Context: an optimization exercise on an open-source flow, tuned for small area. The choices shown serve that exercise and are no tape-out recipe.
Only simulation tests tie the RTL to the original design; equivalence was not proved.
No activity file was given, so power comes from the tool's default toggle rates.

**flow/design.v**
```verilog
module wmbus_rx (
    input  wire        clk,
    input  wire        rst,           
    input  wire        sync_det,      
    input  wire        overflow,      
    input  wire        in_valid,      
    input  wire [7:0]  in_data,
    input  wire [15:0] now_ms,        
    input  wire [7:0]  rssi,          
    output reg         out_valid,     
    output reg  [7:0]  out_data,
    output reg         ev_valid,      
    output reg  [2:0]  ev_kind,
    output reg         frame_mode,    
    output reg  [1:0]  frame_block,   
    output reg  [8:0]  frame_len,     
    output reg  [7:0]  frame_rssi,
    output reg  [15:0] frame_time     
);
    localparam [2:0] EV_READY    = 3'd1;
    localparam [2:0] EV_OVERFLOW = 3'd2;
    localparam [2:0] EV_TIMEOUT  = 3'd3;
    localparam [2:0] EV_DECFAIL  = 3'd4;
    localparam [2:0] EV_UNCLASS  = 3'd5;
    localparam [1:0] S_IDLE = 2'd0;   
    localparam [1:0] S_HDR  = 2'd1;   
    localparam [1:0] S_DATA = 2'd2;   
    localparam [15:0] SYNC_TIMEOUT_MS = 16'd50;
    localparam [95:0] CODEBOOK = {
        6'h29, 6'h32, 6'h31, 6'h34, 6'h23, 6'h26, 6'h25, 6'h2C,
        6'h13, 6'h1A, 6'h19, 6'h1C, 6'h0B, 6'h0E, 6'h0D, 6'h16
    };
    function [3:0] dec_val;
        input [5:0] s;
        integer v;
        begin
            dec_val = 4'h0;
            for (v = 0; v < 16; v = v + 1)
                if (s == CODEBOOK[6*v +: 6])
                    dec_val = v[3:0];
        end
    endfunction
    function dec_ok;
        input [5:0] s;
        integer v;
        begin
            dec_ok = 1'b0;
            for (v = 0; v < 16; v = v + 1)
                if (s == CODEBOOK[6*v +: 6])
                    dec_ok = 1'b1;
        end
    endfunction
    function [8:0] mode_t_packet_size;
        input [7:0] l;
        reg [8:0] blocks;
        begin
            blocks = ({1'b0, l} + 9'd15) >> 4;
            mode_t_packet_size = {1'b0, l} + (blocks << 1) + 9'd1;
        end
    endfunction
    function [8:0] encoded_size;
        input [8:0] k;
        reg [10:0] t;
        begin
            t = 11'd3 * {2'b00, k} + 11'd1;
            encoded_size = t[9:1];
        end
    endfunction
    reg [1:0]  state;
    reg [1:0]  hdr_cnt;       
    reg [7:0]  h0, h1;
    reg [15:0] sync_time;
    reg        mode_t;
    reg [1:0]  block;
    reg [8:0]  expected;
    reg [8:0]  counter;
    reg [8:0]  pkt_len;
    reg [1:0]  phase;         
    reg [7:0]  prev;          
    reg        dec_fail;      
    reg [10:0] q_mem [0:7];
    reg [2:0]  q_rd;
    reg [3:0]  q_cnt;
    reg [10:0] push0, push1, push2, push3;
    reg [2:0]  push_n;
    wire [5:0] hs0 = h0[7:2];
    wire [5:0] hs1 = {h0[1:0], h1[7:4]};
    wire [5:0] hs2 = {h1[3:0], in_data[7:6]};
    wire [5:0] hs3 = in_data[5:0];
    wire       hdr_dec_ok = dec_ok(hs0) & dec_ok(hs1) & dec_ok(hs2) & dec_ok(hs3);
    wire [7:0] hd0 = {dec_val(hs0), dec_val(hs1)};
    wire [7:0] hd1 = {dec_val(hs2), dec_val(hs3)};
    wire       is_c   = (h0 == 8'h54);
    wire       is_ca  = is_c && (h1 == 8'hCD);
    wire       is_cb  = is_c && (h1 == 8'h3D);
    wire       is_t   = !is_c && hdr_dec_ok;
    wire [7:0] len_field = is_c ? in_data : hd0;
    wire [8:0] mtps      = mode_t_packet_size(len_field);
    wire [8:0] exp_ca    = mtps + 9'd2;
    wire [8:0] exp_cb    = {1'b0, in_data} + 9'd3;
    wire [8:0] exp_t     = encoded_size(mtps);
    wire [8:0] exp_hdr   = is_ca ? exp_ca : (is_cb ? exp_cb : exp_t);
    wire [8:0] len_hdr   = is_t ? mtps : exp_hdr;
    wire [5:0] ds_a = (phase == 2'd1) ? prev[7:2]               : {prev[3:0], in_data[7:6]};
    wire [5:0] ds_b = (phase == 2'd1) ? {prev[1:0], in_data[7:4]} : in_data[5:0];
    wire [7:0] dbyte = {dec_val(ds_a), dec_val(ds_b)};
    wire       dbyte_ok = dec_ok(ds_a) & dec_ok(ds_b);
    wire       timeout = (now_ms - sync_time) > SYNC_TIMEOUT_MS;
    wire       last_byte = (counter + 9'd1) == expected;
    integer i;
    always @(posedge clk) begin
        if (rst) begin
            state      <= S_IDLE;
            hdr_cnt    <= 2'd0;
            h0         <= 8'd0;
            h1         <= 8'd0;
            sync_time  <= 16'd0;
            mode_t     <= 1'b0;
            block      <= 2'd0;
            expected   <= 9'd0;
            counter    <= 9'd0;
            pkt_len    <= 9'd0;
            phase      <= 2'd0;
            prev       <= 8'd0;
            dec_fail   <= 1'b0;
            q_rd       <= 3'd0;
            q_cnt      <= 4'd0;
            out_valid  <= 1'b0;
            out_data   <= 8'd0;
            ev_valid   <= 1'b0;
            ev_kind    <= 3'd0;
            frame_mode <= 1'b0;
            frame_block<= 2'd0;
            frame_len  <= 9'd0;
            frame_rssi <= 8'd0;
            frame_time <= 16'd0;
            for (i = 0; i < 8; i = i + 1)
                q_mem[i] <= 11'd0;
        end else begin
            push0  = 11'd0;
            push1  = 11'd0;
            push2  = 11'd0;
            push3  = 11'd0;
            push_n = 3'd0;
            case (state)
                S_IDLE: begin
                    if (!overflow && sync_det) begin
                        sync_time <= now_ms;
                        hdr_cnt   <= 2'd0;
                        state     <= S_HDR;
                    end
                end
                S_HDR: begin
                    if (timeout) begin
                        push0  = {EV_TIMEOUT, 8'd0};
                        push_n = 3'd1;
                        state  <= S_IDLE;
                    end else if (overflow) begin
                        push0  = {EV_OVERFLOW, 8'd0};
                        push_n = 3'd1;
                        state  <= S_IDLE;
                    end else if (in_valid) begin
                        if (hdr_cnt == 2'd0) begin
                            h0      <= in_data;
                            hdr_cnt <= 2'd1;
                        end else if (hdr_cnt == 2'd1) begin
                            h1      <= in_data;
                            hdr_cnt <= 2'd2;
                        end else begin
                            hdr_cnt <= 2'd0;
                            if (is_ca || is_cb) begin
                                mode_t   <= 1'b0;
                                block    <= is_ca ? 2'd1 : 2'd2;
                                expected <= exp_hdr;
                                counter  <= 9'd3;
                                pkt_len  <= len_hdr;
                                push0    = {3'd0, h0};
                                push1    = {3'd0, h1};
                                push2    = {3'd0, in_data};
                                if (exp_hdr <= 9'd3) begin
                                    push3  = {EV_READY, 8'd0};
                                    push_n = 3'd4;
                                    frame_mode  <= 1'b0;
                                    frame_block <= is_ca ? 2'd1 : 2'd2;
                                    frame_len   <= len_hdr;
                                    frame_rssi  <= rssi;
                                    frame_time  <= sync_time;
                                    state <= S_IDLE;
                                end else begin
                                    push_n = 3'd3;
                                    state <= S_DATA;
                                end
                            end else if (is_t) begin
                                mode_t   <= 1'b1;
                                block    <= 2'd0;
                                expected <= exp_hdr;
                                counter  <= 9'd3;
                                pkt_len  <= len_hdr;
                                phase    <= 2'd0;
                                dec_fail <= 1'b0;
                                push0    = {3'd0, hd0};
                                if (exp_hdr <= 9'd3) begin
                                    push1  = {EV_READY, 8'd0};
                                    push_n = 3'd2;
                                    frame_mode  <= 1'b1;
                                    frame_block <= 2'd0;
                                    frame_len   <= len_hdr;
                                    frame_rssi  <= rssi;
                                    frame_time  <= sync_time;
                                    state <= S_IDLE;
                                end else begin
                                    push1  = {3'd0, hd1};
                                    push_n = 3'd2;
                                    state <= S_DATA;
                                end
                            end else begin
                                push0  = {EV_UNCLASS, 8'd0};
                                push_n = 3'd1;
                            end
                        end
                    end
                end
                S_DATA: begin
                    if (overflow) begin
                        push0  = {EV_OVERFLOW, 8'd0};
                        push_n = 3'd1;
                        state  <= S_IDLE;
                    end else if (in_valid) begin
                        counter <= counter + 9'd1;
                        if (!mode_t) begin
                            push0  = {3'd0, in_data};
                            push_n = 3'd1;
                            if (last_byte) begin
                                push1  = {EV_READY, 8'd0};
                                push_n = 3'd2;
                                frame_mode  <= 1'b0;
                                frame_block <= block;
                                frame_len   <= pkt_len;
                                frame_rssi  <= rssi;
                                frame_time  <= sync_time;
                                state <= S_IDLE;
                            end
                        end else begin
                            prev  <= in_data;
                            phase <= (phase == 2'd2) ? 2'd0 : phase + 2'd1;
                            if (phase != 2'd0) begin
                                push0  = {3'd0, dbyte};
                                push_n = 3'd1;
                                if (!dbyte_ok)
                                    dec_fail <= 1'b1;
                            end
                            if (last_byte) begin
                                if (dec_fail || !dbyte_ok) begin
                                    push1 = {EV_DECFAIL, 8'd0};
                                end else begin
                                    push1 = {EV_READY, 8'd0};
                                    frame_mode  <= 1'b1;
                                    frame_block <= 2'd0;
                                    frame_len   <= pkt_len;
                                    frame_rssi  <= rssi;
                                    frame_time  <= sync_time;
                                end
                                push_n = 3'd2;
                                state <= S_IDLE;
                            end
                        end
                    end
                end
                default: state <= S_IDLE;
            endcase
            if (q_cnt != 4'd0) begin
                out_valid <= (q_mem[q_rd][10:8] == 3'd0);
                out_data  <= q_mem[q_rd][7:0];
                ev_valid  <= (q_mem[q_rd][10:8] != 3'd0);
                ev_kind   <= q_mem[q_rd][10:8];
                q_rd      <= q_rd + 3'd1;
            end else begin
                out_valid <= 1'b0;
                ev_valid  <= 1'b0;
            end
            if (push_n > 3'd0) q_mem[q_rd + q_cnt[2:0]]         <= push0;
            if (push_n > 3'd1) q_mem[q_rd + q_cnt[2:0] + 3'd1] <= push1;
            if (push_n > 3'd2) q_mem[q_rd + q_cnt[2:0] + 3'd2] <= push2;
            if (push_n > 3'd3) q_mem[q_rd + q_cnt[2:0] + 3'd3] <= push3;
            q_cnt <= q_cnt + {1'b0, push_n} - ((q_cnt != 4'd0) ? 4'd1 : 4'd0);
        end
    end
endmodule
```
**flow/run.sh**
```bash
#!/bin/bash
# synth_recipe.tcl (not shown) runs the flow's synth.tcl, then flattens the netlist and writes it again
# the make line also repeats each setting of config.mk as NAME=value (left out here)
make -C /OpenROAD-flow-scripts/flow DESIGN_CONFIG=/design/flow/config.mk WORK_HOME=/design/flow/orfs CLKGATE_MAP_FILE= SYNTH_SCRIPT=/design/flow/synth_recipe.tcl finish
```
**flow/constraint.sdc**
```tcl
create_clock -name core_clock -period 8.0 [get_ports {clk}]
set_input_delay 1.6000 -clock core_clock [delete_from_list [all_inputs] [get_ports {clk}]]
set_output_delay 1.6000 -clock core_clock [all_outputs]
set_load 0.01 [all_outputs]
```
**flow/config.mk**
```make
export PLATFORM = sky130hd
export DESIGN_NAME = wmbus_rx
export DESIGN_NICKNAME = wmbus_rx
export VERILOG_FILES = /design/flow/design.v
export SDC_FILE = /design/flow/constraint.sdc
export NUM_CORES = 4
export LEC_CHECK = 0
export CAP_MARGIN = 20
export CORE_MARGIN = 2
export CORE_UTILIZATION = 40
export SLEW_MARGIN = 20
```
==> reports/results.ini <==
[synth]
synthCells = 2032
synth-simple-area-share = 0.2410
synth_fa_ha_area_frac = 0.03885
synth_area_leaders = dfxtp_1 27%, nor2_1 6.1%, mux2i_1 6.0%
yosysWarningCount = 1
synth_top_family_by_area = simple AND/OR/NAND/NOR gates
synth_top_area_frac = 0.2718
synth-async-reset-ratio = 0
synth_ff_type = dfxtp_1
synth-xor-area-share = 0.04459
syn-num-nets = 2116
synth-seq-cells = 224
avgSynthCellArea_um2 = 7.830
yosysTopAreaCell = dfxtp_1
synthMuxAreaShare = 0.09791
synth_edf_count = 8
synth_compound_area_frac = 0.2383
seq_area_frac_synth = 0.2869
ys_types = 105
netlist_area_mm2 = 0.01591

[cts]
clockRootBuffer = clkbuf_16
htreeDepth = 1
clock_sinks = 224
clk_latency_ns = 0.57
cts_resized = 0
tritoncts = built
path_clk_slew_ns = 0.06
cts_buffers = 28
post-cts-setup-buffer-count = 0
postCtsHoldBufs = 0
cts_max_path_buffers = 3

[worst_setup_path]
crit_path_max_fanout = 23
critPathRequiredTime_ns = 8.42
slowest_stage = dfxtp_1
cp-end-kind = register
cp_slowest_stage_delay_ns = 0.63
arrival_ns = 7.67
cp-start-kind = register
worstSetupPathType = register to register
path_common_cell = a21oi_1

[timing]
hold_violations = 0
tightest_slew_ns = 1.135
setup_viol = 0
min_period_ns = 7.254
tns_ns = 0
drv_slew = 0
fin_ws_ns = 0.7459
rsz0062_at_grt = false
max_freq_mhz = 137.9
slew-limit-headroom = 0.2401
finClkSkew_ns = 0.01447
post-route-period-util = 0.9068

[layout]
multiInputGateArea_mm2 = 0.01055
fin_area_mm2 = 0.01825
diodes = 0
drive_above_1_share = 0.08833
final-seq-area_mm2 = 0.004564
fin_nets = 2145
synthToLayoutAreaGrowth_pct = 14.71
fill_cells = 3973

[route]
viasPerCell = 6.069
drt-initial-drc-count = 1433
drt-total-wl_um = 54780
vias = 15827
drc_errors = 0
wire_per_inst_um = 21.00
ant_nets = 0
drtPass1Iterations = 6

[pwr]
total_power_mw = 3.613
p_per_area_mw_per_mm2 = 198.0
power_leakage_nw = 6.780
ir_drop_mv = 0.2055

[global_route]
grt_start_max_net_pins = 74
overflow = 0
grt_pass1_wl_um = 85440
grtUsageTotal = 0.2596
grt_pass1_vias = 15104
antenna_found_initial = 0

[run]
maxCapViolCount = 0

[floorplan]
die_y_um = 203.4
initial_utilization = 0.4032
ioPinCount = 86
rows = 73
core_mm2 = 0.03946
die_w_um = 203.4
die_area_mm2 = 0.04139

[placed_design]
placed_area_mm2 = 0.01723
hpwl_um = 39860
gp_congestion = 0.9604
port_buffers = 85
pre_cts_slack_ns = 0.2381

[hold_path]
hp-class = register to register

[run_status]
outcome = no timing/DRC/antenna violations

[registers in the layout (all words and copies together), names as in the netlist, 4 cells and up, named ones only]
name / cells
prev: 8
sync_time: 16
h1: 8
q_mem: 88
h0: 8
frame_time: 16
q_cnt: 4
expected: 9
frame_rssi: 8
pkt_len: 9
frame_len: 9
counter: 9
out_data: 8
[report_power, final]
part	total, mW	switching (mW)	leakage, nW	internal [mW]
logic	0.981	0.600	4.44	0.381
clock network	1.39	0.535	0.502	0.853
registers	1.24	0.0480	1.84	1.20
[cells in the mapped netlist, drive strengths merged (18+ instances only)]
cell type,n
nor2,260
nand2,222
dfxtp,216
a21oi,163
clkbuf,96
mux2i,96
o21ai,94
nor3,74
inv,68
xnor2,51
nand3,47
ha,43
buf,37
and2,35
o22ai,34
a211oi,30
a21o,30
a31oi,30
xor2,30
mux4,22
a221oi,21
o221ai,21
a22oi,20
nor4,19
o211ai,18
[critical path: cells and delay by family, from the launching register on]
kind	cells	cell delay [ns]
AOI/OAI and AO/OA	10	2.72
xor gates and xnor gates	3	0.38
adders and majority gates	2	0.62
buffers and inverters	3	0.53
DFF	1	0.63
muxes	1	0.16
and+or+nand+nor	10	2.04
[routing by layer]
layer	global-route usage	vias to the layer above	share of wire
met5	0	-	0
met4	0.09932	0	0.037
met3	0.04842	138	0.080
met2	0.4259	686	0.45
met1	0.3383	7504	0.43
li1	-	7499	-
[layout by cell type (no fill, tap or decap), drive strengths merged, types with 22 or more instances in the layout]
cell           instances
dfxtp                216
xor2                  30
and2                  35
clkbuf                37
mux4                  22
nor3                  74
o22ai                 34
inv                   69
a211oi                30
a21o                  30
nand3                 47
a21oi                163
a31oi                 30
nor2                 260
buf                   48
o21ai                 94
clkdlybuf4s50         84
ha                    43
nand2                222
xnor2                 51
mux2i                 96
[final cells by class]
class	count	area share
clock buffers	37	0.04525
clock inverters	15	0.01035
inverters	70	0.01440
multi-input cells	1605	0.5781
flip-flops and latches	224	0.2501
well taps	525	0.03599
repair buffers	132	0.06581
[path summary, 6_finish.rpt]
path,startpoint,end,cells past startpoint,slack (ns)
max,h1[6],frame_rssi[4],29,0.75
min reg2reg,q_mem[2][1],q_mem[2][1],2,0.44
min,q_mem[2][1],q_mem[2][1],2,0.44
max reg2reg,h1[6],frame_rssi[4],29,0.75
[stage by stage]
stage / std cells / util / hold slack [ns]
floorplan: 2032 / - / 0.4102
global placement: 2556 / 0.4365 / 0.4324
detailed placement: 2556 / 0.4365 / 0.4384
CTS: 2608 / 0.4623 / 0.4466
global route: 2608 / 0.4626 / 0.4839
finish: 2608 / 0.4626 / 0.4441
[cells by family after synthesis]
group                      after synthesis
and+or+nand+nor                        786
AOI/OAI and AO/OA                      564
DFF                                    224
xor gates and xnor gates                81
adders and majority gates               47
muxes                                  127
buffers and inverters                  203

separate check: timing with driven ports:
The results above use ideal ports. As a check the final layout listed here was re-extracted and re-timed, cells and wires unchanged.
Step 1: set_driving_cell puts a clkbuf_16 on clk and a buf_2 on each other input, an assumption about the parent block.
Step 2 moves the port delays by t, midway between the first and last clock arrival at a register: inputs arrive t later, outputs are due t later. That takes back most of the time a late clock gives input paths.
Slacks: ideal ports / drivers / drivers and shift; pairs: ideal ports / drivers.
shift t [ns]: 0.617
slack for setup (ns): 0.746 / 0.746 / 0.197
worst register clock-pin slew, ns: 0.06 / 0.06
worst slew at a driven data input, ns: 0.06
After both steps setup and hold are still met in this run. For this run, drivers alone change the setup slack by 0.000 ns; drivers and shift together by -0.549 ns.
